From an optimization exercise on the open Yosys and OpenROAD flow, aimed at a short achievable clock period and few clock cycles per item; shortcuts taken in it are not production practice.
Function was checked by simulation only, so behaviour that the tests miss may differ from the original.
Power and IR drop assume default switching activity.

==> flow/design.v <==
module rhu_div #(
    parameter RW = 25,       
    parameter QW = 24        
) (
    input  wire [RW-1:0]   r,
    input  wire [QW-1:0]   qn,
    input  wire [RW-1:0]   d,
    input  wire [RW+1:0]   d3,
    output wire [RW-1:0]   r_o,
    output wire [QW-1:0]   qn_o
);
    wire [RW+1:0] r4 = {r, qn[QW-1:QW-2]};
    wire [RW+2:0] t1 = {1'b0, r4} - {3'b0, d};
    wire [RW+2:0] t2 = {1'b0, r4} - {2'b0, d, 1'b0};
    wire [RW+2:0] t3 = {1'b0, r4} - {1'b0, d3};
    wire          c1 = !t1[RW+2];
    wire          c2 = !t2[RW+2];
    wire          c3 = !t3[RW+2];
    assign r_o  = c3 ? t3[RW-1:0] : c2 ? t2[RW-1:0] : c1 ? t1[RW-1:0] : r4[RW-1:0];
    assign qn_o = {qn[QW-3:0], c2, c3 | (c1 & !c2)};
endmodule
module rhu_div2 #(
    parameter RW = 25,
    parameter QW = 19
) (
    input  wire [RW-1:0]   r,
    input  wire [QW-1:0]   qn,
    input  wire [RW-1:0]   d,
    output wire [RW-1:0]   r_o,
    output wire [QW-1:0]   qn_o
);
    wire [RW:0]   r2 = {r, qn[QW-1]};
    wire [RW+1:0] t  = {1'b0, r2} - {2'b0, d};
    wire          c  = !t[RW+1];
    assign r_o  = c ? t[RW-1:0] : r2[RW-1:0];
    assign qn_o = {qn[QW-2:0], c};
endmodule
module motor_ui_core (
    input  wire        clk,
    input  wire        rst,             
    input  wire        op_valid,
    input  wire [15:0] op_word,
    output wire        op_ready,
    output reg         done,
    output reg  [15:0] result,
    output reg         refused,
    output reg  [3:0]  col_drive,
    output reg  [13:0] duty_hb,
    output reg  [13:0] duty_boost,
    output reg  [13:0] duty_buck,
    output reg         pwm_out_en,
    output reg  [31:0] rpm,
    output reg         running,
    output reg         vth,
    output reg  [16:0] sp_volt,
    output reg  [16:0] sp_speed,
    output reg  [16:0] sp_max,
    output reg  [1:0]  cur_row,
    output reg  [2:0]  cur_col,
    output reg  [19:0] dig_buf,         
    output reg         digit_entered
);
    localparam [11:0] THRESH_RAW  = 12'd1229;
    localparam [13:0] DUTY_FULL   = 14'd10000;
    localparam [16:0] BATT_CV     = 17'd900;
    localparam [16:0] CEIL_CV     = 17'd2400;
    localparam RD = 19;
    localparam [3:0] PC_START = 4'd10;    
    localparam [1:0] DV_WAIT  = 2'd3;     
    reg        in_v;
    reg [15:0] in_w;
    reg        in_spd;         
    reg        in_abv;         
    reg        is_scan, is_ctrl, is_edge, is_pop, is_key, is_reset, is_legal;
    reg        k_digit, k_up, k_down, k_left, k_right, k_commit, k_star;
    reg        ready_q;
    assign op_ready = ready_q;
    wire accept = op_valid && ready_q && !rst;
    reg [127:0] hist;          
    reg [1:0]   scan_col;
    reg [3:0]   h_z, h_o;
    reg [9:0]   qslot0, qslot1;
    reg         qin, qout;
    reg         sp_state;
    reg [31:0]  elapsed;
    reg         e_sat;         
    reg [3:0]   pc_cnt;        
    reg [13:0]  c_buck, c_boost, c_hb;   
    reg         c_ok;                    
    reg  [16:0] u_v, u_s, u_m;
    reg         u_vlow, u_vmid, u_vhigh, u_max0;
    reg         u_mm;          
    reg         u_mc;          
    reg         u_ma;          
    reg         sp_chg;        
    reg [1:0]   dv_cnt;        
    reg         f_vlow, f_vmid, f_vhigh, f_max0;    
    wire [15:0] w        = in_w;
    wire        is_speed = in_spd;
    wire [7:0]  code     = w[7:0];
    wire [3:0] o_opc    = op_word[15:12];
    wire       o_scan   = (o_opc == 4'h1) && (op_word[11:4] == 8'd0);
    wire       o_speed  = (o_opc == 4'h2);
    wire       o_ctrl   = (o_opc == 4'h3) && (op_word[11:0] == 12'd0);
    wire       o_edge   = (o_opc == 4'h4) && (op_word[11:0] == 12'd0);
    wire       o_pop    = (o_opc == 4'h5) && (op_word[11:0] == 12'd0);
    wire       o_key    = (o_opc == 4'h6) && (op_word[11:8] == 4'd0);
    wire       o_reset  = (o_opc == 4'h7) && (op_word[11:0] == 12'd0);
    wire [7:0] o_code   = op_word[7:0];
    wire stall = (is_ctrl && !c_ok) || (is_key && k_commit && (dv_cnt != 2'd0));
    wire exec  = in_v && !stall;
    function [7:0] keymap;
        input [3:0] k;
        begin
            case (k)
                4'd0:  keymap = "1";
                4'd1:  keymap = "4";
                4'd2:  keymap = "7";
                4'd3:  keymap = "*";
                4'd4:  keymap = "2";
                4'd5:  keymap = "5";
                4'd6:  keymap = "8";
                4'd7:  keymap = "0";
                4'd8:  keymap = "3";
                4'd9:  keymap = "6";
                4'd10: keymap = "9";
                4'd11: keymap = "#";
                4'd12: keymap = "A";
                4'd13: keymap = "B";
                4'd14: keymap = "C";
                default: keymap = "D";
            endcase
        end
    endfunction
    reg [31:0] scan_h;
    reg [9:0]  scan_q0, scan_q1;
    reg        scan_qin;
    reg [3:0]  k_idx;
    reg        ev, ev_press;
    reg [3:0]  n_hz, n_ho;
    integer    ri;
    always @* begin
        scan_q0  = qslot0;
        scan_q1  = qslot1;
        scan_qin = qin;
        for (ri = 0; ri < 4; ri = ri + 1) begin
            k_idx    = {scan_col, ri[1:0]};
            scan_h[8*ri +: 8] = {hist[8*ri +: 7], w[ri]};
            ev_press = h_z[ri] && w[ri];
            ev       = ev_press || (h_o[ri] && !w[ri]);
            if (ev) begin
                if (scan_qin == 1'b0) begin
                    if (!scan_q0[9]) begin
                        scan_q0  = {1'b1, ev_press, keymap(k_idx)};
                        scan_qin = 1'b1;
                    end
                end else begin
                    if (!scan_q1[9]) begin
                        scan_q1  = {1'b1, ev_press, keymap(k_idx)};
                        scan_qin = 1'b0;
                    end
                end
            end
            n_hz[ri] = (hist[32 + 8*ri +: 7] == 7'h00);
            n_ho[ri] = (hist[32 + 8*ri +: 7] == 7'h7F);
        end
    end
    wire [31:0] elapsed_inc = e_sat ? elapsed : elapsed + 32'd1;
    wire        rising   = !sp_state && in_abv;
    wire        e_big    = (elapsed >= 32'd12000000);    
    wire        e_stall  = (elapsed >= 32'd1000);        
    wire        e_table  = (elapsed < RD);
    reg [22:0] rpm_tab;
    integer    ti;
    always @* begin
        rpm_tab = 23'd0;
        for (ti = 0; ti < RD; ti = ti + 1)
            if (elapsed[4:0] == ti)
                rpm_tab = (12000000 + (ti + 1)) / (2 * (ti + 1));
    end
    reg  [24:0] rp_n0, rp_d0;
    reg  [24:0] rp_r  [1:RD];
    reg  [18:0] rp_qn [1:RD];
    reg  [24:0] rp_d  [1:RD];
    wire [24:0] rp_r_n  [1:RD];
    wire [18:0] rp_qn_n [1:RD];
    genvar g;
    generate
        for (g = 1; g <= RD; g = g + 1) begin : g_rp
            if (g == 1) begin : g_first
                rhu_div2 #(.RW(25), .QW(19)) u_step (
                    .r({19'd0, rp_n0[24:19]}), .qn(rp_n0[18:0]), .d(rp_d0),
                    .r_o(rp_r_n[g]), .qn_o(rp_qn_n[g])
                );
            end else begin : g_rest
                rhu_div2 #(.RW(25), .QW(19)) u_step (
                    .r(rp_r[g-1]), .qn(rp_qn[g-1]), .d(rp_d[g-1]),
                    .r_o(rp_r_n[g]), .qn_o(rp_qn_n[g])
                );
            end
        end
    endgenerate
    wire [31:0] rpm_rise = e_big ? 32'd0 : e_table ? {9'd0, rpm_tab} : {13'd0, rp_qn[RD]};
    reg  [16:0] dv_hi;
    reg  [9:0]  dv_lo;
    reg  [16:0] dig_val;
    reg  [16:0] t10000;
    reg  [13:0] t1000;
    reg  [9:0]  t100;
    reg  [6:0]  t10;
    integer     di;
    always @* begin
        t10000 = 17'd0;
        t1000  = 14'd0;
        t100   = 10'd0;
        t10    = 7'd0;
        for (di = 1; di < 10; di = di + 1) begin
            if (dig_buf[3:0]   == di) t10000 = di * 10000;
            if (dig_buf[7:4]   == di) t1000  = di * 1000;
            if (dig_buf[11:8]  == di) t100   = di * 100;
            if (dig_buf[15:12] == di) t10    = di * 10;
        end
    end
    always @(posedge clk) begin
        dv_hi   <= t10000 + {3'd0, t1000};
        dv_lo   <= t100 + {3'd0, t10} + {6'd0, dig_buf[19:16]};
        dig_val <= dv_hi + {7'd0, dv_lo};
    end
    wire dig_change = exec && (is_reset || (is_key && (k_digit || k_commit)));
    wire row_change = exec && is_key && (k_up || k_down);
    wire [1:0] dv_cnt_d = (dv_cnt != 2'd0) ? dv_cnt - 2'd1 : 2'd0;
    wire [1:0] dv_cnt_n = dig_change ? DV_WAIT : (row_change && dv_cnt_d == 2'd0) ? 2'd1 : dv_cnt_d;
    wire commit_x  = exec && is_key && k_commit;
    wire reset_x   = exec && is_reset;
    wire u_done    = (pc_cnt == 4'd0);
    wire take_cand = commit_x && u_done && u_mc;
    wire take_act  = !c_ok && u_done && u_ma && !sp_chg && !commit_x && !reset_x;
    wire c_ok_n    = reset_x ? 1'b1 : commit_x ? (u_done && u_mc) : take_act ? 1'b1 : c_ok;
    wire in_ctrl_n   = accept ? o_ctrl : (in_v && stall && is_ctrl);
    wire in_commit_n = accept ? (o_key && (o_code == 8'h23)) : (in_v && stall && is_key && k_commit);
    always @(posedge clk) begin
        if (rst) begin
            in_v    <= 1'b0;
            ready_q <= 1'b1;
            dv_cnt  <= DV_WAIT;
        end else begin
            if (accept) begin
                in_v   <= 1'b1;
                in_w   <= op_word;
                in_spd   <= o_speed;
                in_abv   <= (op_word[11:0] >= THRESH_RAW);
                is_scan  <= o_scan;
                is_ctrl  <= o_ctrl;
                is_edge  <= o_edge;
                is_pop   <= o_pop;
                is_key   <= o_key;
                is_reset <= o_reset;
                is_legal <= o_scan | o_speed | o_ctrl | o_edge | o_pop | o_key | o_reset;
                k_digit  <= (o_code >= 8'h30) && (o_code <= 8'h39);
                k_up     <= (o_code == 8'h41);
                k_down   <= (o_code == 8'h42);
                k_left   <= (o_code == 8'h43);
                k_right  <= (o_code == 8'h44);
                k_commit <= (o_code == 8'h23);
                k_star   <= (o_code == 8'h2A);
            end else if (exec) begin
                in_v <= 1'b0;
            end
            ready_q <= !((in_ctrl_n && !c_ok_n) || (in_commit_n && (dv_cnt_n != 2'd0)));
            dv_cnt  <= dv_cnt_n;
        end
    end
    wire rp_restart = exec && ((is_speed && rising) || is_reset);
    wire rp_advance = in_v && in_spd && (sp_state || !in_abv) && !e_sat;
    wire c_vlow  = (dig_val <= BATT_CV);
    wire c_vhigh = (dig_val > CEIL_CV);
    integer t;
    always @(posedge clk) begin
        if (rst || (exec && is_reset)) begin
            hist          <= 128'd0;
            h_z           <= 4'b1111;
            h_o           <= 4'b0000;
            scan_col      <= 2'd0;
            col_drive     <= 4'b0001;
            qslot0        <= 10'd0;
            qslot1        <= 10'd0;
            qin           <= 1'b0;
            qout          <= 1'b0;
            sp_state      <= 1'b0;
            elapsed       <= 32'd0;
            e_sat         <= 1'b0;
            rpm           <= 32'd0;
            cur_row       <= 2'd0;
            cur_col       <= 3'd0;
            dig_buf       <= 20'd0;
            digit_entered <= 1'b0;
            sp_volt       <= 17'd0;
            sp_speed      <= 17'd0;
            sp_max        <= 17'd0;
            f_vlow        <= 1'b1;
            f_vmid        <= 1'b0;
            f_vhigh       <= 1'b0;
            f_max0        <= 1'b1;
            running       <= 1'b0;
            vth           <= 1'b0;
            duty_hb       <= 14'd0;
            duty_boost    <= 14'd0;
            duty_buck     <= 14'd0;
            pwm_out_en    <= 1'b0;
            done          <= !rst;
            result        <= 16'd0;
            refused       <= 1'b0;
        end else begin
            done <= exec;
            if (exec) begin
                result  <= 16'd0;
                refused <= !is_legal;
                if (is_scan) begin
                    hist      <= {scan_h, hist[127:32]};
                    h_z       <= n_hz;
                    h_o       <= n_ho;
                    scan_col  <= scan_col + 2'd1;
                    qslot0    <= scan_q0;
                    qslot1    <= scan_q1;
                    qin       <= scan_qin;
                    col_drive <= {col_drive[2:0], col_drive[3]};
                end
                if (is_speed) begin
                    if (rising) begin
                        rpm      <= rpm_rise;
                        elapsed  <= 32'd0;
                        e_sat    <= 1'b0;
                        sp_state <= 1'b1;
                    end else begin
                        elapsed  <= elapsed_inc;
                        e_sat    <= e_sat || (elapsed == 32'hFFFF_FFFE);
                        sp_state <= sp_state && in_abv;
                        if (!(sp_state && in_abv) && e_stall)
                            rpm <= 32'd0;
                    end
                end
                if (is_ctrl) begin
                    vth <= f_vhigh;
                    if (running) begin
                        duty_hb    <= c_hb;
                        duty_boost <= c_boost;
                        duty_buck  <= c_buck;
                        pwm_out_en <= 1'b1;
                    end else begin
                        duty_hb    <= 14'd0;
                        duty_boost <= 14'd0;
                        duty_buck  <= 14'd0;
                        pwm_out_en <= 1'b0;
                    end
                    if (digit_entered) begin
                        if (cur_col != 3'd4)
                            cur_col <= cur_col + 3'd1;
                        digit_entered <= 1'b0;
                    end
                end
                if (is_edge || (is_key && k_star)) begin
                    if (running)
                        running <= 1'b0;
                    else if (!vth)
                        running <= 1'b1;
                end
                if (is_pop) begin
                    if (qout == 1'b0) begin
                        if (qslot0[9]) begin
                            result <= {6'd0, qslot0};
                            qslot0 <= 10'd0;
                            qout   <= 1'b1;
                        end
                    end else begin
                        if (qslot1[9]) begin
                            result <= {6'd0, qslot1};
                            qslot1 <= 10'd0;
                            qout   <= 1'b0;
                        end
                    end
                end
                if (is_key) begin
                    if (k_digit) begin
                        dig_buf[4*cur_col +: 4] <= code[3:0];
                        digit_entered <= 1'b1;
                    end else if (k_up) begin
                        if (cur_row != 2'd0)
                            cur_row <= cur_row - 2'd1;
                    end else if (k_down) begin
                        if (cur_row != 2'd2)
                            cur_row <= cur_row + 2'd1;
                    end else if (k_left) begin
                        if (cur_col != 3'd0)
                            cur_col <= cur_col - 3'd1;
                    end else if (k_right) begin
                        if (cur_col != 3'd4)
                            cur_col <= cur_col + 3'd1;
                    end else if (k_commit) begin
                        case (cur_row)
                            2'd0: begin
                                sp_volt <= dig_val;
                                f_vlow  <= c_vlow;
                                f_vmid  <= !c_vlow && !c_vhigh;
                                f_vhigh <= c_vhigh;
                            end
                            2'd1: sp_speed <= dig_val;
                            default: begin
                                sp_max <= dig_val;
                                f_max0 <= (dig_val == 17'd0);
                            end
                        endcase
                        dig_buf       <= 20'd0;
                        cur_row       <= (cur_row == 2'd2) ? 2'd0 : cur_row + 2'd1;
                        cur_col       <= 3'd0;
                        digit_entered <= 1'b0;
                    end
                end
            end
        end
    end
    always @(posedge clk) begin
        if (rst || rp_restart) begin
            rp_n0 <= 25'd12000000 + RD + 1;
            rp_d0 <= 2 * (RD + 1);
        end else if (rp_advance) begin
            rp_n0 <= rp_n0 + 25'd1;
            rp_d0 <= rp_d0 + 25'd2;
        end
    end
    always @(posedge clk) begin
        if (rp_advance) begin
            rp_r[1]  <= rp_r_n[1];
            rp_qn[1] <= rp_qn_n[1];
            rp_d[1]  <= rp_d0;
            for (t = 2; t <= RD; t = t + 1) begin
                rp_r[t]  <= rp_r_n[t];
                rp_qn[t] <= rp_qn_n[t];
                rp_d[t]  <= rp_d[t-1];
            end
        end
    end
    wire [16:0] cand_v = (cur_row == 2'd0) ? dig_val : sp_volt;
    wire [16:0] cand_s = (cur_row == 2'd1) ? dig_val : sp_speed;
    wire [16:0] cand_m = (cur_row == 2'd2) ? dig_val : sp_max;
    wire [16:0] tgt_v  = c_ok ? cand_v : sp_volt;
    wire [16:0] tgt_s  = c_ok ? cand_s : sp_speed;
    wire [16:0] tgt_m  = c_ok ? cand_m : sp_max;
    wire        u_restart = u_mm;
    reg  [24:0] pv_1, pv_2, pv_3, pv_4, pv_hi, pv_lo;
    reg  [30:0] ps_1, ps_2, ps_3, ps_hi, ps_lo;
    reg  [12:0] pa_r;
    reg  [13:0] pa_qn;
    reg  [12:0] pa_d;
    reg  [14:0] pa_d3;
    reg  [17:0] pb_r;
    reg  [13:0] pb_qn;
    reg  [17:0] pb_d;
    reg  [19:0] pb_d3;
    reg         pb_ovf;
    wire [12:0] pa_r_n;
    wire [13:0] pa_qn_n;
    wire [17:0] pb_r_n;
    wire [13:0] pb_qn_n;
    rhu_div #(.RW(13), .QW(14)) u_pa (
        .r(pa_r), .qn(pa_qn), .d(pa_d), .d3(pa_d3), .r_o(pa_r_n), .qn_o(pa_qn_n)
    );
    rhu_div #(.RW(18), .QW(14)) u_pb (
        .r(pb_r), .qn(pb_qn), .d(pb_d), .d3(pb_d3), .r_o(pb_r_n), .qn_o(pb_qn_n)
    );
    wire [24:0] v25 = {8'd0, u_v};
    wire [30:0] s31 = {14'd0, u_s};
    wire [13:0] u_buck  = u_vlow ? pa_qn : u_vmid ? DUTY_FULL : 14'd0;
    wire [13:0] u_boost = u_vmid ? pa_qn : 14'd0;
    wire [13:0] u_hb    = (u_vhigh || u_max0) ? 14'd0 : (pb_ovf || pb_qn > DUTY_FULL) ? DUTY_FULL : pb_qn;
    wire [24:0] pa_num = pv_hi + pv_lo;
    wire [30:0] pb_num = ps_hi + ps_lo;
    always @(posedge clk) begin
        if (rst || reset_x) begin
            c_buck  <= 14'd0;
            c_boost <= 14'd0;
            c_hb    <= 14'd0;
            c_ok    <= 1'b1;
            sp_chg  <= 1'b1;
        end else begin
            if (take_cand || take_act) begin
                c_buck  <= u_buck;
                c_boost <= u_boost;
                c_hb    <= u_hb;
            end
            c_ok   <= c_ok_n;
            sp_chg <= commit_x;
        end
    end
    always @(posedge clk) begin
        if (rst || reset_x) begin
            u_v     <= 17'd0;
            u_s     <= 17'd0;
            u_m     <= 17'd0;
            u_vlow  <= 1'b1;
            u_vmid  <= 1'b0;
            u_vhigh <= 1'b0;
            u_max0  <= 1'b1;
            u_mm    <= 1'b0;
            u_mc    <= 1'b0;
            u_ma    <= 1'b0;
            pc_cnt  <= 4'd0;
        end else begin
            u_mm <= !u_restart && ((u_v != tgt_v) || (u_s != tgt_s) || (u_m != tgt_m));
            u_mc <= (u_v == cand_v) && (u_s == cand_s) && (u_m == cand_m);
            u_ma <= (u_v == sp_volt) && (u_s == sp_speed) && (u_m == sp_max);
            if (u_restart) begin
                u_v     <= tgt_v;
                u_s     <= tgt_s;
                u_m     <= tgt_m;
                u_vlow  <= (tgt_v <= BATT_CV);
                u_vmid  <= (tgt_v > BATT_CV) && (tgt_v <= CEIL_CV);
                u_vhigh <= (tgt_v > CEIL_CV);
                u_max0  <= (tgt_m == 17'd0);
                pc_cnt  <= PC_START;
            end else if (pc_cnt != 4'd0) begin
                pc_cnt  <= pc_cnt - 4'd1;
            end
        end
    end
    always @(posedge clk) begin
        if (pc_cnt == PC_START) begin
            pv_1 <= (v25 << 14) + (v25 << 11);
            pv_2 <= (v25 << 10) + (v25 << 9);
            pv_3 <= (v25 << 5) + (u_vlow ? 25'd0 : v25);
            pv_4 <= u_vlow ? 25'd900 : -25'd18000000;
            ps_1 <= (s31 << 14) + (s31 << 11);
            ps_2 <= (s31 << 10) + (s31 << 9);
            ps_3 <= (s31 << 5) + {14'd0, u_m};
        end
        if (pc_cnt == PC_START - 4'd1) begin
            pv_hi <= pv_1 + pv_2;
            pv_lo <= pv_3 + pv_4;
            ps_hi <= ps_1 + ps_2;
            ps_lo <= ps_3;
        end
        if (rst || reset_x) begin
            pa_qn  <= 14'd0;
            pb_qn  <= 14'd0;
            pb_ovf <= 1'b0;
        end else if (pc_cnt == PC_START - 4'd2) begin
            pa_r  <= {2'd0, pa_num[24:14]};
            pa_qn <= pa_num[13:0];
            pa_d  <= u_vlow ? 13'd1800 : {u_v[11:0], 1'b0};
            pa_d3 <= u_vlow ? 15'd5400 : {2'd0, u_v[11:0], 1'b0} + {1'd0, u_v[11:0], 2'd0};
            pb_r  <= {1'b0, pb_num[30:14]};
            pb_qn <= pb_num[13:0];
            pb_d  <= {u_m, 1'b0};
            pb_d3 <= {2'd0, u_m, 1'b0} + {1'd0, u_m, 2'd0};
        end else if (pc_cnt != 4'd0 && pc_cnt < PC_START - 4'd2) begin
            if (pc_cnt == PC_START - 4'd3)
                pb_ovf <= (pb_r >= pb_d);
            pa_r  <= pa_r_n;
            pa_qn <= pa_qn_n;
            pb_r  <= pb_r_n;
            pb_qn <= pb_qn_n;
        end
    end
endmodule
==> flow/flow/run.sh <==
#!/bin/bash
# The standard layout (standard.sh: the standard flow's synthesis and ORFS flow, unchanged)
# with a tighter target for the setup repair: repair_timing works on every
# path with less than SETUP_SLACK_MARGIN ns of slack at the design's clock.
set -euo pipefail
export SETUP_SLACK_MARGIN=7.0
bash standard.sh > standard.log 2>&1
==> flow/standard.sh <==
#!/bin/bash
# synth_recipe.tcl (not shown) runs the flow's synth.tcl, then flattens the netlist and writes it again
# the make line also repeats each setting of config.mk as NAME=value (left out here)
make -C /OpenROAD-flow-scripts/flow DESIGN_CONFIG=/design/flow/config.mk WORK_HOME=/design/flow/orfs CLKGATE_MAP_FILE= SYNTH_SCRIPT=/design/flow/synth_recipe.tcl "${@:-finish}"
==> flow/config.mk <==
export PLATFORM = sky130hd
export DESIGN_NAME = motor_ui_core
export DESIGN_NICKNAME = motor_ui_core
export VERILOG_FILES = /design/flow/design.v
export SDC_FILE = /design/flow/constraint.sdc
export NUM_CORES = 4
export LEC_CHECK = 0
export ABC_CLOCK_PERIOD_IN_PS = 2500
export CAP_MARGIN = 20
export CORE_MARGIN = 2
export CORE_UTILIZATION = 40
export SLEW_MARGIN = 20
==> flow/constraint.sdc <==
create_clock -name core_clock -period 10.0 [get_ports {clk}]
set_input_delay 2.0000 -clock core_clock [delete_from_list [all_inputs] [get_ports {clk}]]
set_output_delay 2.0000 -clock core_clock [all_outputs]
set_load 0.01 [all_outputs]
==> results of run 1 <==
[worst paths after layout]
| kind | start | end | depth (start not counted) |
|---|---|---|---|
| setup / recovery | running | running | 2 |
| hold / removal | dv_lo[2] | dig_val[2] | 0 |
| setup reg to reg | rp_r[1][2] | rp_r[2][20] | 12 |
| hold reg to reg | dv_lo[2] | dig_val[2] | 0 |
[kinds of logic (layout without fill, tap and decap cells)]
group,after synthesis,after routing,share of synthesized area
buffers and inverters,1119,2228,0.0391
xor gates and xnor gates,751,751,0.0583
AOI/OAI and AO/OA,2377,2384,0.134
muxes,494,494,0.0486
and+or+nand+nor,2857,2865,0.118
adders and majority gates,804,804,0.0918
DFF,2102,2102,0.509
other,1,29,0.0000332
[per-stage QoR]
stage                     setup WS [ns]  cells
after detailed placement           4.70  14188
after floorplan                  -12.22  10528
final                              6.51  15381
after CTS                          6.44  15141
after global placement             4.75  14186
after global routing               6.46  15377
[layout make-up]
type,instances,area (um2),share of cell area
sequential,2102,58000,0.411
multi-input combinational,7322,57000,0.404
timing repair buffer,1029,10700,0.0761
clock buffer,304,6470,0.0459
tap,3724,4660,0.0330
inverter,769,2920,0.0207
clock inverter,126,1270,0.00898
antenna,5,12.5,0.0000887
[per-layer routing]
metal  GRT usage  vias to the layer above
li1            -                    40118
met1       0.268                    41400
met2       0.389                     2474
met3      0.0286                      747
met4      0.0980                       10
met5           0                        -
[repair_timing]
action | in CTS | in global routing
setup buffers | 468 | 217
endpoints found under the setup margin | 2105 | 967
cloned | 55 | 17
gates resized for setup | 2030 | 604
pin swaps | 233 | 264
[cells in the mapped netlist, drive strengths merged (79+ instances only)]
cell	count	area [um2]
nor2	756	2850
nand2b	113	707
nand4	86	538
o21a	141	1060
clkbuf	271	1020
dfxtp	565	11300
a21o	180	1350
buf	79	512
ha	763	9550
nand2	898	3370
mux2i	173	1740
a211oi	138	1050
a21oi	834	4190
nand3	246	1230
xor2	222	1940
edfxtp	1537	46200
inv	769	2890
o21ai	452	2290
xnor2	529	4630
mux2	321	3740
nor2b	131	820
nor3	231	1170
[registers in the layout, indices dropped and copies added (netlist names), 24 cells and up]
signal,cells
rp_r,450
rp_d,432
rp_qn,343
hist,108
elapsed,32
pv_lo,25
rp_n0,25
rp_d0,24
[power by group through the flow]
stage	Clock [mW]	Combinational [mW]	Sequential [mW]
6_report	8.67	2.35	9.65
5_1_grt	9.19	2.53	9.65
4_1_cts	8.86	2.07	9.64
3_5_place_dp	0	1.73	9.86
3_3_place_gp	0	1.69	9.86
2_1_floorplan	0	1.29	9.82
==> flow_summary_export.csv, run 1 <==
group,metric,value,unit
status,status,"no timing/DRC/antenna violations",
clocking,cts_tree,"built",
critical_path,slowest_delay,0.35,ns
flow_run,drv_cap,0,
routing,dr_wl_met3,17800,um
synth,async_reset_ff_frac,0,
sta,slew_headroom,0.247,
finish,fin_util,0.504,
critical_path,worstPathCellList,"buf_12 -> buf_6",
sta,skew,0.122,ns
finish,syn2layout_area_growth,25.0,%
worst_hold_path,worst_hold_path_type,"register to register",
pwr,peakVddDrop,0.152,mV
critical_path,cp.required,8.00,ns
routing,topRoutingLayerUsed,"met5",
clocking,postCtsHoldBufs,0,
synth,ys.flop_type,"edfxtp_1",
routing,met2_length,164000,um
pwr,pwr-share-clk,0.419,
sta,finalCritPeriodShare,0.349,
sta,setup_tns,0,ns
sta,setup_violations,0,
pwr,combinationalPowerShare,0.114,
grt,overflow,0,
grt,antenna_found_initial,13,
synth,synth_seq_cells,2102,
clocking,cts_htree_levels,4,
sta,final_hold_viol_count,0,
routing,ant_nets,0,
sta,worstMarginPinSlew,1.13,ns
finish,final_common_cell,"edfxtp_1",
die,start_util,0.403,
clocking,root_buffer,"clkbuf_16",
die,die_w,535,um
routing,routed_wl,333000,um
placement,dpl.hpwl,224000,um
routing,dr_total_vias,84749,
finish,layout.nets,12279,
synth,ys_types,110,
clocking,clockBufferDepth,4,
finish,final_cell_mix,"edfxtp_1, nand2_1, inv_1",
routing,wl_per_cell,21.6,um
critical_path,crit_path_top_delay_cell,"dfxtp_4",
synth,ys_seq_area_frac,0.509,
synth,netlist_instances,10505,
placement,placed_area,0.119,mm2
critical_path,path_delay_family,"flip-flops",
critical_path,crit_fanout,2,
routing,drt_pass1_iterations,5,
synth,synth_edf_count,1537,
die,io_pins,196,
routing,vias_per_cell,5.51,
pwr,seqPwrFrac,0.467,
die,rows,194,
critical_path,critPathCaptureType,"primary output",
clocking,cts_buffers,233,
critical_path,path_buf_inv,2,
die,die_h,535,um
critical_path,regToRegSetupSlack,6.60,ns
die,die_area,0.286,mm2
pwr,power_leakage,54.7,nW
routing,drt_iter0_markers,6761,
routing,drcViolationCount,0,
synth,ys_warn_count,7,
grt,grt_pass1_wl,492000,um
sta,finalHoldWorstSlack,0.329,ns
pwr,power.switching,5.06,mW
routing,wl_met1,134000,um
pwr,fin_total_pwr,20.7,mW
sta,min_period,3.49,ns
critical_path,start_kind,"register",
sta,timing.fmax,287,MHz
placement,gp_congestion,0.943,
pwr,p_per_area,147,mW/mm2
sta,grt_setup_unrepaired,"yes",
grt,grtUsageTotal,0.221,
placement,io_buffer_count,180,
grt,first_global_vias,83247,
grt,grt_max_degree,159,
finish,drive_above_1_share,0.231,
clocking,clk_latency,0.91,ns
pwr,cellInternalPower,15.6,mW
pwr,p_sw_frac,0.245,
clocking,clk_pin_slew,0.06,ns
synth,avgSynthCellArea,10.7,um2
sta,drv_slew,0,
clocking,cts_sinks,2102,
finish,nFillCells,24295,
die,coreArea,0.280,mm2
critical_path,cp.arrival,1.49,ns
critical_path,crit_type,"register to primary output",
synth,syn_area,0.113,mm2
finish,fin_area,0.141,mm2
Testbench counts, summed over its fixed seeds: cycles 24,016, ops 24,000.
==> run 2, diff against run 1 <==
--- a/flow/config.mk
+++ b/flow/config.mk
@@ -8,5 +8,8 @@
 export ABC_CLOCK_PERIOD_IN_PS = 2500
 export CAP_MARGIN = 20
 export CORE_MARGIN = 2
-export CORE_UTILIZATION = 40
+export CORE_UTILIZATION = 60
+export CTS_CLUSTER_DIAMETER = 80
+export CTS_CLUSTER_SIZE = 24
+export PLACE_DENSITY = 0.7
 export SLEW_MARGIN = 20
==> run 2 against run 1 <==
  * Critical path depth shrank 1
  * Count of clock-buffer cells in the layout decreased by 144
  * Hold slack better by 0.0084 ns
  * Largest cell class unchanged
==> flow_summary_export.csv, run 2 <==
group,metric,value,unit
synth,ys_types,110,
die,rows,159,
routing,drt_pass1_iterations,6,
grt,antenna_found_initial,7,
grt,overflow,0,
synth,syn_area,0.113,mm2
synth,synth_top_family_by_area,"compound AO/OA/AOI/OAI gates",
sta,setup_ws,6.63,ns
sta,final_hold_viol_count,0,
critical_path,slowest_delay,0.44,ns
critical_path,cp.arrival,1.37,ns
finish,syn2layout_area_growth,18.0,%
finish,drive_above_1_share,0.198,
placement,gp_congestion,0.958,
worst_hold_path,worst_hold_path_type,"register to register",
clocking,clk_latency,0.81,ns
sta,grt_setup_unrepaired,"yes",
grt,met1_usage,0.355,
sta,finalCritPeriodShare,0.337,
critical_path,cp.required,8.00,ns
sta,setup_tns,0,ns
routing,vias_per_cell,5.97,
finish,final_common_cell,"edfxtp_1",
critical_path,crit_start,"rpm[3]",
grt,top_usage_layer,"met2",
clocking,clockBufferDepth,3,
critical_path,critPathCaptureType,"primary output",
routing,ant_nets,0,
sta,min_period,3.37,ns
grt,gr-usage-met3,0.0278,
pwr,peakVddDrop,0.183,mV
sta,timing.fmax,297,MHz
critical_path,worstPathCellList,"buf_6",
synth,synth_seq_cells,2102,
synth,synth.top_cells.by_area,"edfxtp_1, dfxtp_1, ha_1",
synth,synth_top_area_frac,0.409,
routing,wl_per_cell,20.7,um
sta,slew_headroom,0.191,
sta,worstMarginPinSlew,1.20,ns
critical_path,path_buf_inv,1,
pwr,p_per_area,128,mW/mm2
synth,netlist_instances,10505,
die,die_h,438,um
critical_path,start_kind,"register",
placement,placed_area,0.117,mm2
finish,layout.nets,12043,
finish,top_regs,"rp_r x450, rp_d x432, rp_qn x343",
synth,synth_compound_area_frac,0.134,
synth,yosysMostFrequentCell,"edfxtp_1",
routing,dr_total_vias,82429,
placement,io_buffer_count,180,
critical_path,path_delay_family,"flip-flops",
sta,skew,0.0280,ns
clocking,clk_pin_slew,0.09,ns
synth,synth_edf_count,1537,
critical_path,crit_type,"register to primary output",
finish,largest_register_ffs,450,
sta,drv_slew,0,
synth,avgSynthCellArea,10.7,um2
critical_path,crit_fanout,2,
grt,first_global_vias,79782,
grt,grt_pass1_wl,436000,um
synth,synth_adder_area_share,0.0918,
placement,pre_cts_ws,4.63,ns
synth,ys_seq_area_frac,0.509,
finish,multi_input_area,0.0560,mm2
critical_path,r2r_start,"rp_d[9][11]",
die,coreArea,0.187,mm2
routing,drt_iter0_markers,6317,
synth,netlist_top_cells_count,"edfxtp_1, nand2_1, a21oi_1",
clocking,cts_sinks,2102,
routing,drcViolationCount,0,
synth,synth_mux_area_frac,0.0486,
finish,fin_util,0.711,
synth,ys.flop_type,"edfxtp_1",
status,status,"no timing/DRC/antenna violations",
die,die_w,438,um
clocking,root_buffer,"clkbuf_16",
synth,synth-xor-area-share,0.0583,
finish,ff_latch_area,0.0580,mm2
finish,nFillCells,12990,
grt,use_met2,0.502,
sta,finalHoldWorstSlack,0.338,ns
clocking,cts_buffers,115,
die,die_area,0.192,mm2
critical_path,crit_path_top_delay_cell,"dfxtp_4",
die,io_pins,196,
synth,synth_top_area_cell,"edfxtp_1",
clocking,cts_tree,"built",
grt,grtUsageTotal,0.285,
die,start_util,0.602,
worst_hold_path,hold_path_startpoint,"dv_lo[0]",
finish,final_cell_mix,"edfxtp_1, nand2_1, a21oi_1",
finish,fin_area,0.133,mm2
synth,async_reset_ff_frac,0,
routing,routed_wl,286000,um
synth,ys_warn_count,7,
sta,setup_violations,0,
finish,regMostFlops,"rp_r",
flow_run,drv_cap,0,
grt,grt_max_degree,109,
placement,dpl.hpwl,187000,um
synth,synth-simple-area-share,0.118,
clocking,cts_htree_levels,3,
pwr,power_leakage,51.9,nW
[run 2: changes by cell type in the layout (fill, tap and decap cells not counted), moves of 20 or more]
| cell | previous run | this run |
|---|---|---|
| buf_4 | 626 | 540 |
| clkinv_2 | 43 | 7 |
| clkbuf_16 | 253 | 127 |
| clkbuf_8 | 26 | 4 |
| buf_12 | 64 | 40 |
| ha_1 | 646 | 666 |
| bufinv_16 | 20 | 0 |
| o21ai_0 | 344 | 367 |
| clkinv_1 | 26 | 0 |
[run 2: logic make-up after synthesis]
kind of cell,count (synthesis)
and+or+nand+nor,2857
AOI/OAI and AO/OA,2377
buffers and inverters,1119
muxes,494
DFF,2102
adders and majority gates,804
xor gates and xnor gates,751
other,1
[run 2: worst register-to-register path, delay by kind of cell, from the launching register on]
family / cells / cell delay, ns
simple gates: 1 / 0.35
mux: 1 / 0.29
flops: 1 / 0.41
buf+inv: 3 / 0.40
compound gates: 7 / 1.44
fa+ha+maj: 1 / 0.20
[run 2: power breakdown]
| group | switching, mW | internal, mW |
|---|---|---|
| registers | 0.168 | 9.45 |
| clock network | 2.99 | 2.33 |
| logic | 1.17 | 0.981 |
[run 2: path summary, 6_finish.rpt]
path | endpoint | depth (start not counted) | slack (ns)
hold / removal | dig_val[0] | 0 | 0.34
setup / recovery | rpm[3] | 1 | 6.63
hold reg to reg | dig_val[0] | 0 | 0.34
setup reg to reg | rp_r[10][8] | 13 | 6.66
[run 2: repair_timing]
item,4_1_cts,5_1_grt
hold buffers,0,0
cloned,55,11
endpoints found under the setup margin,2089,1062
pin swaps,212,278
resized for setup,1917,483
buffers inserted,392,210
[run 2: layer usage]
metal,vias up,share of wire
met3,613,0.045
met4,6,0.049
met1,40035,0.40
met5,-,0.00016
li1,39513,-
met2,2262,0.50
[run 2: layout make-up]
type / count / area share
Tap cell: 2495 / 0.0234
Clock buffer: 160 / 0.0238
Sequential cell: 2102 / 0.435
Timing Repair Buffer: 907 / 0.0708
Inverter: 769 / 0.0219
Clock inverter: 56 / 0.00454
Multi-Input combinational cell: 7326 / 0.420
Antenna cell: 2 / 0.0000376
[run 2: through the flow]
step           instances  power [mW]
2_1_floorplan      10528        11.1
3_5_place_dp       12931        11.5
5_1_grt            13817        17.7
6_report           13817        17.1
3_3_place_gp       12931        11.4
4_1_cts            13594        17.0
==> run 3, diff against run 2 <==
--- a/flow/config.mk
+++ b/flow/config.mk
@@ -8,8 +8,8 @@
 export ABC_CLOCK_PERIOD_IN_PS = 2500
 export CAP_MARGIN = 20
 export CORE_MARGIN = 2
-export CORE_UTILIZATION = 60
+export CORE_UTILIZATION = 50
 export CTS_CLUSTER_DIAMETER = 80
 export CTS_CLUSTER_SIZE = 24
-export PLACE_DENSITY = 0.7
+export PLACE_DENSITY = 0.65
 export SLEW_MARGIN = 20
==> run 3 against run 2 <==
  * Via count barely moved
  * Sequential cell count unchanged
  * Synthesized cell count unchanged
  * Non-clock buffer count is 60 higher
  * Highest routed layer unchanged
==> flow_summary_export.csv, run 3 <==
group,metric,value,unit
status,status,"no timing/DRC/antenna violations",
critical_path,rr_worst_depth,12,
grt,gr-usage-met3,0.0328,
routing,ant_nets,0,
critical_path,regToRegSetupSlack,6.69,ns
clocking,cts_htree_levels,4,
grt,first_global_vias,80828,
synth,ys_types,110,
sta,finalCritPeriodShare,0.340,
synth,netlist_instances,10505,
clocking,clockBufferDepth,3,
clocking,clk_latency,0.83,ns
placement,pre_cts_ws,5.05,ns
grt,met1_usage,0.315,
sta,worstMarginPinSlew,1.30,ns
critical_path,reg2reg_to,"rp_r[17][23]",
clocking,postCtsHoldBufs,0,
finish,fin_util,0.607,
synth,synth_mux_area_frac,0.0486,
sta,finalHoldWorstSlack,0.331,ns
finish,fin_cells,14389,
finish,layout.nets,12117,
flow_run,drv_cap,0,
pwr,fin_total_pwr,17.8,mW
clocking,cts_sinks,2102,
synth,synth-simple-area-share,0.118,
placement,placed_cells,13434,
sta,setup_violations,0,
clocking,clk_pin_slew,0.10,ns
pwr,p_per_area,131,mW/mm2
placement,dpl.hpwl,194000,um
grt,grt_pass1_wl,451000,um
pwr,power_leakage,53.0,nW
sta,grt_setup_unrepaired,"yes",
critical_path,path_delay_family,"flip-flops",
finish,final_cell_mix,"edfxtp_1, nand2_1, inv_1",
synth,synth_seq_cells,2102,
die,die_w,479,um
placement,gp_congestion,0.944,
critical_path,r2r_start,"rp_d[16][2]",
synth,synth-xor-area-share,0.0583,
synth,ys_seq_area_frac,0.509,
critical_path,crit_type,"register to primary output",
critical_path,path_buf_inv,1,
routing,routed_wl,297000,um
critical_path,cp.required,8.00,ns
routing,drt_pass1_iterations,6,
routing,drt_iter0_markers,6088,
critical_path,slowest_delay,0.42,ns
clocking,root_buffer,"clkbuf_16",
critical_path,cp.arrival,1.40,ns
routing,vias_per_cell,5.73,
synth,synth_top_family_by_area,"compound AO/OA/AOI/OAI gates",
sta,timing.fmax,294,MHz
placement,placed_area,0.118,mm2
grt,use_met2,0.425,
synth,synth_edf_count,1537,
sta,setup_tns,0,ns
synth,synth_compound_area_frac,0.134,
synth,synth_top_area_cell,"edfxtp_1",
synth,netlist_top_cells_count,"edfxtp_1, nand2_1, a21oi_1",
critical_path,cp-endpoint,"duty_hb[1]",
die,start_util,0.502,
sta,drv_slew,0,
critical_path,start_kind,"register",
grt,grtUsageTotal,0.247,
die,io_pins,196,
die,rows,174,
sta,skew,0.0300,ns
synth,avgSynthCellArea,10.7,um2
die,die_h,479,um
grt,antenna_found_initial,5,
routing,wl_per_cell,20.7,um
critical_path,worstPathCellList,"buf_6",
clocking,cts_tree,"built",
finish,drive_above_1_share,0.213,
finish,syn2layout_area_growth,20.8,%
finish,fin_area,0.136,mm2
die,die_area,0.229,mm2
finish,regMostFlops,"rp_r",
finish,nFillCells,17782,
synth,syn_area,0.113,mm2
sta,setup_ws,6.60,ns
finish,final_common_cell,"edfxtp_1",
sta,slew_headroom,0.124,
synth,synth_top_area_frac,0.409,
finish,top_regs,"rp_r x450, rp_d x432, rp_qn x343",
worst_hold_path,worst_hold_path_type,"register to register",
pwr,peakVddDrop,0.142,mV
sta,min_period,3.40,ns
critical_path,crit_path_top_delay_cell,"dfxtp_4",
synth,ys_warn_count,7,
grt,overflow,0,
grt,top_usage_layer,"met2",
routing,drcViolationCount,0,
grt,grt_max_degree,150,
routing,dr_total_vias,82507,
finish,largest_register_ffs,450,
synth,async_reset_ff_frac,0,
synth,synth_adder_area_share,0.0918,
clocking,cts_buffers,131,
synth,yosysMostFrequentCell,"edfxtp_1",
placement,io_buffer_count,180,
critical_path,crit_start,"duty_hb[1]",
die,coreArea,0.225,mm2
critical_path,crit_fanout,2,
synth,ys.flop_type,"edfxtp_1",
sta,final_hold_viol_count,0,
synth,synth.top_cells.by_area,"edfxtp_1, dfxtp_1, ha_1",
critical_path,critPathCaptureType,"primary output",
critical_path,path_depth,1,
==> run 3: cell count changes in the layout (fill, tap and decap cells not counted), sizes merged, moves of 3 or more <==
cell,previous run,this run
inv,787,803
buf,872,933
bufinv,0,5
and4,16,13
clkinv,28,36
clkbuf,169,159
==> run 3: metal layers <==
| metal | wire length [um] | part of all wire |
|---|---|---|
| met1 | 126000 | 0.42 |
| met2 | 145000 | 0.49 |
| met4 | 12800 | 0.043 |
| met3 | 13500 | 0.045 |
| met5 | 27 | 0.000091 |
==> run 3: area by class of cell <==
cell class,instances,area (um2),share of cell area
clock inverters,83,936,0.00687
well taps,2992,3740,0.0275
flip-flops and latches,2102,58000,0.426
multi-input cells,7324,57000,0.418
diodes,2,5.00,0.0000367
clock buffers,150,3500,0.0257
repair buffers,967,10200,0.0751
inverters,769,2910,0.0213
==> run 3: worst min-delay path by stage <==
stage / startpoint / endpoint / slack, ns / cells past startpoint
after floorplan: dv_lo[0] / dig_val[0] / 0.31 / 0
after global placement: dv_lo[0] / dig_val[0] / 0.31 / 0
after detailed placement: dv_lo[0] / dig_val[0] / 0.31 / 0
after CTS: dv_lo[2] / dig_val[2] / 0.33 / 0
after global routing: dv_lo[2] / dig_val[2] / 0.34 / 0
final: dv_lo[2] / dig_val[2] / 0.33 / 0
==> run 3: cell families after synthesis <==
group / after synthesis
AO/OA/AOI/OAI: 2377
XOR/XNOR: 751
adder cells (fa/ha/maj): 804
buffers and inverters: 1119
flip-flops: 2102
multiplexers: 494
other: 1
AND/OR/NAND/NOR: 2857
==> run 3: report_power, final <==
part | leakage, nW | total [mW] | switching (mW) | internal, mW
Sequential | 18.6 | 9.62 | 0.176 | 9.45
Clock | 2.17 | 5.95 | 3.16 | 2.78
Combinational | 32.2 | 2.26 | 1.22 | 1.04
==> run 3: what timing repair did <==
item | in CTS | in global routing
setup buffers | 442 | 205
resized for setup | 2045 | 568
setup endpoints to repair | 2137 | 1284
gates cloned | 63 | 10
pin swaps | 229 | 270
==> run 4, diff against run 3 <==
--- a/flow/design.v
+++ b/flow/design.v
@@ -65,7 +65,7 @@
     localparam [16:0] BATT_CV     = 17'd900;
     localparam [16:0] CEIL_CV     = 17'd2400;
     localparam RD = 19;
-    localparam [3:0] PC_START = 4'd10;    
+    localparam [4:0] PC_START = 5'd17;    
     localparam [1:0] DV_WAIT  = 2'd3;     
     reg        in_v;
     reg [15:0] in_w;
@@ -84,7 +84,7 @@
     reg         sp_state;
     reg [31:0]  elapsed;
     reg         e_sat;         
-    reg [3:0]   pc_cnt;        
+    reg [4:0]   pc_cnt;        
     reg [13:0]  c_buck, c_boost, c_hb;   
     reg         c_ok;                    
     reg  [16:0] u_v, u_s, u_m;
@@ -232,7 +232,7 @@
     wire [1:0] dv_cnt_n = dig_change ? DV_WAIT : (row_change && dv_cnt_d == 2'd0) ? 2'd1 : dv_cnt_d;
     wire commit_x  = exec && is_key && k_commit;
     wire reset_x   = exec && is_reset;
-    wire u_done    = (pc_cnt == 4'd0);
+    wire u_done    = (pc_cnt == 5'd0);
     wire take_cand = commit_x && u_done && u_mc;
     wire take_act  = !c_ok && u_done && u_ma && !sp_chg && !commit_x && !reset_x;
     wire c_ok_n    = reset_x ? 1'b1 : commit_x ? (u_done && u_mc) : take_act ? 1'b1 : c_ok;
@@ -451,21 +451,19 @@
     reg  [12:0] pa_r;
     reg  [13:0] pa_qn;
     reg  [12:0] pa_d;
-    reg  [14:0] pa_d3;
     reg  [17:0] pb_r;
     reg  [13:0] pb_qn;
     reg  [17:0] pb_d;
-    reg  [19:0] pb_d3;
     reg         pb_ovf;
     wire [12:0] pa_r_n;
     wire [13:0] pa_qn_n;
     wire [17:0] pb_r_n;
     wire [13:0] pb_qn_n;
-    rhu_div #(.RW(13), .QW(14)) u_pa (
-        .r(pa_r), .qn(pa_qn), .d(pa_d), .d3(pa_d3), .r_o(pa_r_n), .qn_o(pa_qn_n)
+    rhu_div2 #(.RW(13), .QW(14)) u_pa (
+        .r(pa_r), .qn(pa_qn), .d(pa_d), .r_o(pa_r_n), .qn_o(pa_qn_n)
     );
-    rhu_div #(.RW(18), .QW(14)) u_pb (
-        .r(pb_r), .qn(pb_qn), .d(pb_d), .d3(pb_d3), .r_o(pb_r_n), .qn_o(pb_qn_n)
+    rhu_div2 #(.RW(18), .QW(14)) u_pb (
+        .r(pb_r), .qn(pb_qn), .d(pb_d), .r_o(pb_r_n), .qn_o(pb_qn_n)
     );
     wire [24:0] v25 = {8'd0, u_v};
     wire [30:0] s31 = {14'd0, u_s};
@@ -503,7 +501,7 @@
             u_mm    <= 1'b0;
             u_mc    <= 1'b0;
             u_ma    <= 1'b0;
-            pc_cnt  <= 4'd0;
+            pc_cnt  <= 5'd0;
         end else begin
             u_mm <= !u_restart && ((u_v != tgt_v) || (u_s != tgt_s) || (u_m != tgt_m));
             u_mc <= (u_v == cand_v) && (u_s == cand_s) && (u_m == cand_m);
@@ -517,8 +515,8 @@
                 u_vhigh <= (tgt_v > CEIL_CV);
                 u_max0  <= (tgt_m == 17'd0);
                 pc_cnt  <= PC_START;
-            end else if (pc_cnt != 4'd0) begin
-                pc_cnt  <= pc_cnt - 4'd1;
+            end else if (pc_cnt != 5'd0) begin
+                pc_cnt  <= pc_cnt - 5'd1;
             end
         end
     end
@@ -532,7 +530,7 @@
             ps_2 <= (s31 << 10) + (s31 << 9);
             ps_3 <= (s31 << 5) + {14'd0, u_m};
         end
-        if (pc_cnt == PC_START - 4'd1) begin
+        if (pc_cnt == PC_START - 5'd1) begin
             pv_hi <= pv_1 + pv_2;
             pv_lo <= pv_3 + pv_4;
             ps_hi <= ps_1 + ps_2;
@@ -542,17 +540,15 @@
             pa_qn  <= 14'd0;
             pb_qn  <= 14'd0;
             pb_ovf <= 1'b0;
-        end else if (pc_cnt == PC_START - 4'd2) begin
+        end else if (pc_cnt == PC_START - 5'd2) begin
             pa_r  <= {2'd0, pa_num[24:14]};
             pa_qn <= pa_num[13:0];
             pa_d  <= u_vlow ? 13'd1800 : {u_v[11:0], 1'b0};
-            pa_d3 <= u_vlow ? 15'd5400 : {2'd0, u_v[11:0], 1'b0} + {1'd0, u_v[11:0], 2'd0};
             pb_r  <= {1'b0, pb_num[30:14]};
             pb_qn <= pb_num[13:0];
             pb_d  <= {u_m, 1'b0};
-            pb_d3 <= {2'd0, u_m, 1'b0} + {1'd0, u_m, 2'd0};
-        end else if (pc_cnt != 4'd0 && pc_cnt < PC_START - 4'd2) begin
-            if (pc_cnt == PC_START - 4'd3)
+        end else if (pc_cnt != 5'd0 && pc_cnt < PC_START - 5'd2) begin
+            if (pc_cnt == PC_START - 5'd3)
                 pb_ovf <= (pb_r >= pb_d);
             pa_r  <= pa_r_n;
             pa_qn <= pa_qn_n;
--- a/flow/config.mk
+++ b/flow/config.mk
@@ -8,8 +8,5 @@
 export ABC_CLOCK_PERIOD_IN_PS = 2500
 export CAP_MARGIN = 20
 export CORE_MARGIN = 2
-export CORE_UTILIZATION = 50
-export CTS_CLUSTER_DIAMETER = 80
-export CTS_CLUSTER_SIZE = 24
-export PLACE_DENSITY = 0.65
+export CORE_UTILIZATION = 40
 export SLEW_MARGIN = 20
==> run 4 against run 3 <==
  * Die area increased by 17%
  * Utilization shrank 10 points
  * Register-to-register slack got worse by 0.29 ns
  * Hold slack improved by 0.0049 ns
  * Cell count increased by 1.2%
  * Sequential cell count is 30 lower
  * Largest power group unchanged
  * Clock power increased by about 40%
  * Synthesized area is 5.9% lower
  * Largest cell class unchanged
  * Critical endpoint is now rp_r[9][22]
  * Clock skew is 0.026 ns higher
==> flow_summary_export.csv, run 4 <==
group,metric,value,unit
finish,layout.nets,11579,
clocking,cts_sinks,2072,
sta,setup_violations,0,
sta,drv_slew,0,
routing,drcViolationCount,0,
pwr,power_leakage,51.7,nW
synth,ys_seq_area_frac,0.533,
critical_path,crit_path_top_delay_cell,"edfxtp_1",
sta,skew,0.0563,ns
critical_path,cp.arrival,4.22,ns
grt,grt_pass1_wl,425000,um
die,die_h,519,um
critical_path,slowest_delay,0.42,ns
clocking,clk_latency,0.89,ns
synth,avgSynthCellArea,10.7,um2
finish,final_cell_mix,"edfxtp_1, nand2_1, nor2_1",
clocking,clockBufferDepth,3,
routing,wl_per_cell,19.2,um
finish,syn2layout_area_growth,26.1,%
synth,synth_seq_cells,2072,
routing,drt_iter0_markers,5010,
synth,synth_edf_count,1506,
sta,timing.fmax,278,MHz
critical_path,regToRegSetupSlack,6.40,ns
finish,fin_util,0.506,
synth,ys.flop_type,"edfxtp_1",
pwr,peakVddDrop,0.145,mV
finish,regMostFlops,"rp_r",
critical_path,crit_type,"register to register",
clocking,postCtsHoldBufs,0,
routing,dr_total_vias,77922,
sta,finalHoldWorstSlack,0.336,ns
routing,ant_nets,0,
critical_path,r2r_start,"rp_r[8][1]",
worst_hold_path,min_to,"dig_val[0]",
sta,min_period,3.60,ns
synth,yosysMostFrequentCell,"edfxtp_1",
synth,async_reset_ff_frac,0,
placement,io_buffer_count,180,
grt,antenna_found_initial,3,
sta,finalCritPeriodShare,0.360,
routing,routed_wl,279000,um
synth,synth_top_area_cell,"edfxtp_1",
pwr,p_per_area,158,mW/mm2
synth,synth.top_cells.by_area,"edfxtp_1, dfxtp_1, ha_1",
flow_run,drv_cap,0,
clocking,cts_tree,"built",
placement,gp_congestion,0.907,
clocking,root_buffer,"clkbuf_16",
die,die_w,519,um
worst_hold_path,worst_hold_path_type,"register to register",
routing,vias_per_cell,5.35,
grt,grt_max_degree,115,
routing,drt_pass1_iterations,7,
die,coreArea,0.265,mm2
sta,setup_tns,0,ns
critical_path,start_kind,"register",
critical_path,reg2reg_to,"rp_r[9][22]",
finish,top_regs,"rp_r x450, rp_d x432, rp_qn x343",
die,start_util,0.401,
synth,ys_warn_count,7,
clocking,cts_buffers,220,
die,rows,189,
sta,grt_setup_unrepaired,"yes",
placement,dpl.hpwl,174000,um
critical_path,critPathCaptureType,"register",
clocking,clk_pin_slew,0.07,ns
status,status,"no timing/DRC/antenna violations",
die,die_area,0.270,mm2
sta,worstMarginPinSlew,1.16,ns
sta,slew_headroom,0.222,
critical_path,cpMostUsedCell,"buf_6",
grt,overflow,0,
grt,first_global_vias,77530,
sta,final_hold_viol_count,0,
critical_path,cp.required,10.62,ns
pwr,fin_total_pwr,21.1,mW
critical_path,crit_fanout,4,
clocking,cts_htree_levels,4,
finish,largest_register_ffs,450,
worst_hold_path,hold_depth,0,
synth,syn_area,0.106,mm2
placement,pre_cts_ws,4.87,ns
finish,final_common_cell,"edfxtp_1",
synth,netlist_instances,9911,
finish,drive_above_1_share,0.239,
worst_hold_path,hold_path_startpoint,"dv_lo[0]",
die,io_pins,196,
sta,setup_ws,6.40,ns
critical_path,worstPathCellList,"ha_1 -> a21o_1 -> a41o_1 -> o41ai_4 -> o21ai_2 -> a21oi_2 -> a31oi_2 -> buf_4 -> buf_6 -> buf_6 -> buf_6 -> buf_6 -> buf_6 -> buf_6 -> buf_6 -> buf_6 -> nor2_4 -> nor2_1 -> mux2_4",
synth,netlist_top_cells_count,"edfxtp_1, nand2_1, a21oi_1",
synth,ys_types,98,
synth,synth_top_area_frac,0.426,
grt,grtUsageTotal,0.195,
critical_path,rr_worst_depth,19,
==> run 4: changes by cell type after synthesis, sizes merged, moves of 31 or more <==
cell and change:
mux2 -138, nor3 -66, o21a -34, nand2 +86, inv -38, o21ai +49
ha -72, edfxtp -31, xnor2 -72
==> run 4: logic make-up (layout without fill, tap and decap cells) <==
| group | count (synthesis) | after routing | synth area share |
|---|---|---|---|
| muxes | 336 | 336 | 0.0340 |
| buffers and inverters | 1068 | 2129 | 0.0388 |
| and+or+nand+nor | 2765 | 2771 | 0.118 |
| DFF | 2072 | 2072 | 0.533 |
| AOI/OAI and AO/OA | 2236 | 2260 | 0.130 |
| adders and majority gates | 727 | 727 | 0.0881 |
| other | 1 | 26 | 0.0000353 |
| xor gates and xnor gates | 706 | 706 | 0.0582 |
==> run 4: worst max path at each step <==
stage                          start          end  slack (ns)  cells after the start
after floorplan               in_abv    rp_d0[22]        4.95                     12
after global placement           rst     rp_n0[8]        4.89                      6
after detailed placement         rst    result[8]        4.87                      5
after CTS                 rp_r[2][1]   rp_r[3][9]        6.35                     13
after global routing      rp_d[8][2]  rp_r[9][22]        6.25                     20
final                     rp_r[8][1]  rp_r[9][22]        6.40                     19
==> run 4: critical path, delay by kind of cell (launching register included) <==
kind	cells	cell delay, ns
flip-flops	1	0.42
AO/OA/AOI/OAI	6	1.27
multiplexers	1	0.25
adder cells (fa/ha/maj)	1	0.29
buffers and inverters	9	0.96
AND/OR/NAND/NOR	2	0.14
==> run 4: metal layers <==
| metal | part of all wire | global-route usage |
|---|---|---|
| met3 | 0.041 | 0.0266 |
| met2 | 0.51 | 0.345 |
| met4 | 0.043 | 0.0815 |
| met1 | 0.41 | 0.237 |
| met5 | 0 | 0 |
==> run 4: area by class of cell <==
type                       instances  area [um2]
antenna                            2        5.00
sequential                      2072       57100
multi-input combinational       6824       51700
clock inverter                   143        1560
inverter                         733        2810
fill                           22693      131000
timing repair inverter             3        56.3
clock buffer                     270        5890
timing repair buffer             980       10300
tap                             3533        4420
==> run 4: where the power goes <==
| group | leakage (nW) | internal, mW | switching (mW) | total [mW] |
|---|---|---|---|---|
| Combinational | 29.8 | 1.27 | 1.64 | 2.91 |
| Clock | 3.61 | 4.84 | 3.49 | 8.33 |
| Sequential | 18.4 | 9.60 | 0.248 | 9.85 |
| Total | 51.7 | 15.7 | 5.38 | 21.1 |
==> run 4: metrics by stage <==
stage	cells	instance area [um2]
global placement	13388	112000
finish	14560	134000
CTS	14317	129000
global route	14560	134000
detailed placement	13389	112000
floorplan	9934	106000
==> run 4: repair_timing <==
item                                   in CTS  in global routing
endpoints found under the hold margin       0                  0
setup buffers                             445                216
gates cloned                               70                 24
pin swaps                                 289                347
resized for setup                        2121                757
setup endpoints to repair                1838                883
Testbench counts of run 4, summed over its fixed seeds: cycles 24,076, ops 24,000.

static timing again, ports no longer ideal:
In the flow no input, the clock included, has a driving cell. The finished layouts below were timed again as built, in two steps.
Step 1 (the two cells are an assumption about what drives the block):
set clk [get_ports {clk}]
set_driving_cell -lib_cell sky130_fd_sc_hd__clkbuf_16 $clk
set_driving_cell -lib_cell sky130_fd_sc_hd__buf_2 [delete_from_list [all_inputs] $clk]
Step 2 also shifts input and output timing later by t, the mid clock arrival at the registers, as if the neighbouring blocks saw the same clock.
a / b / c = ideal / step 1 / step 2; a / b = the first two.
run | t, ns | setup slack, ns | clock arrival spread, ns | cell pins on the clock port's net
run 1 | 0.941 | 6.510 / 6.419 / 6.150 | 0.134 / 0.135 | 1
run 2 | 0.887 | 6.633 / 6.541 / 6.098 | 0.033 / 0.033 | 1
run 3 | 0.906 | 6.602 / 6.515 / 6.142 | 0.034 / 0.034 | 1
run 4 | 0.947 | 6.401 / 6.401 / 6.127 | 0.060 / 0.060 | 1
After both steps setup and hold are still met in every run listed. The setup slack of run 2, which loses most, moves by -0.092 ns with the drivers and by -0.535 ns with both steps.
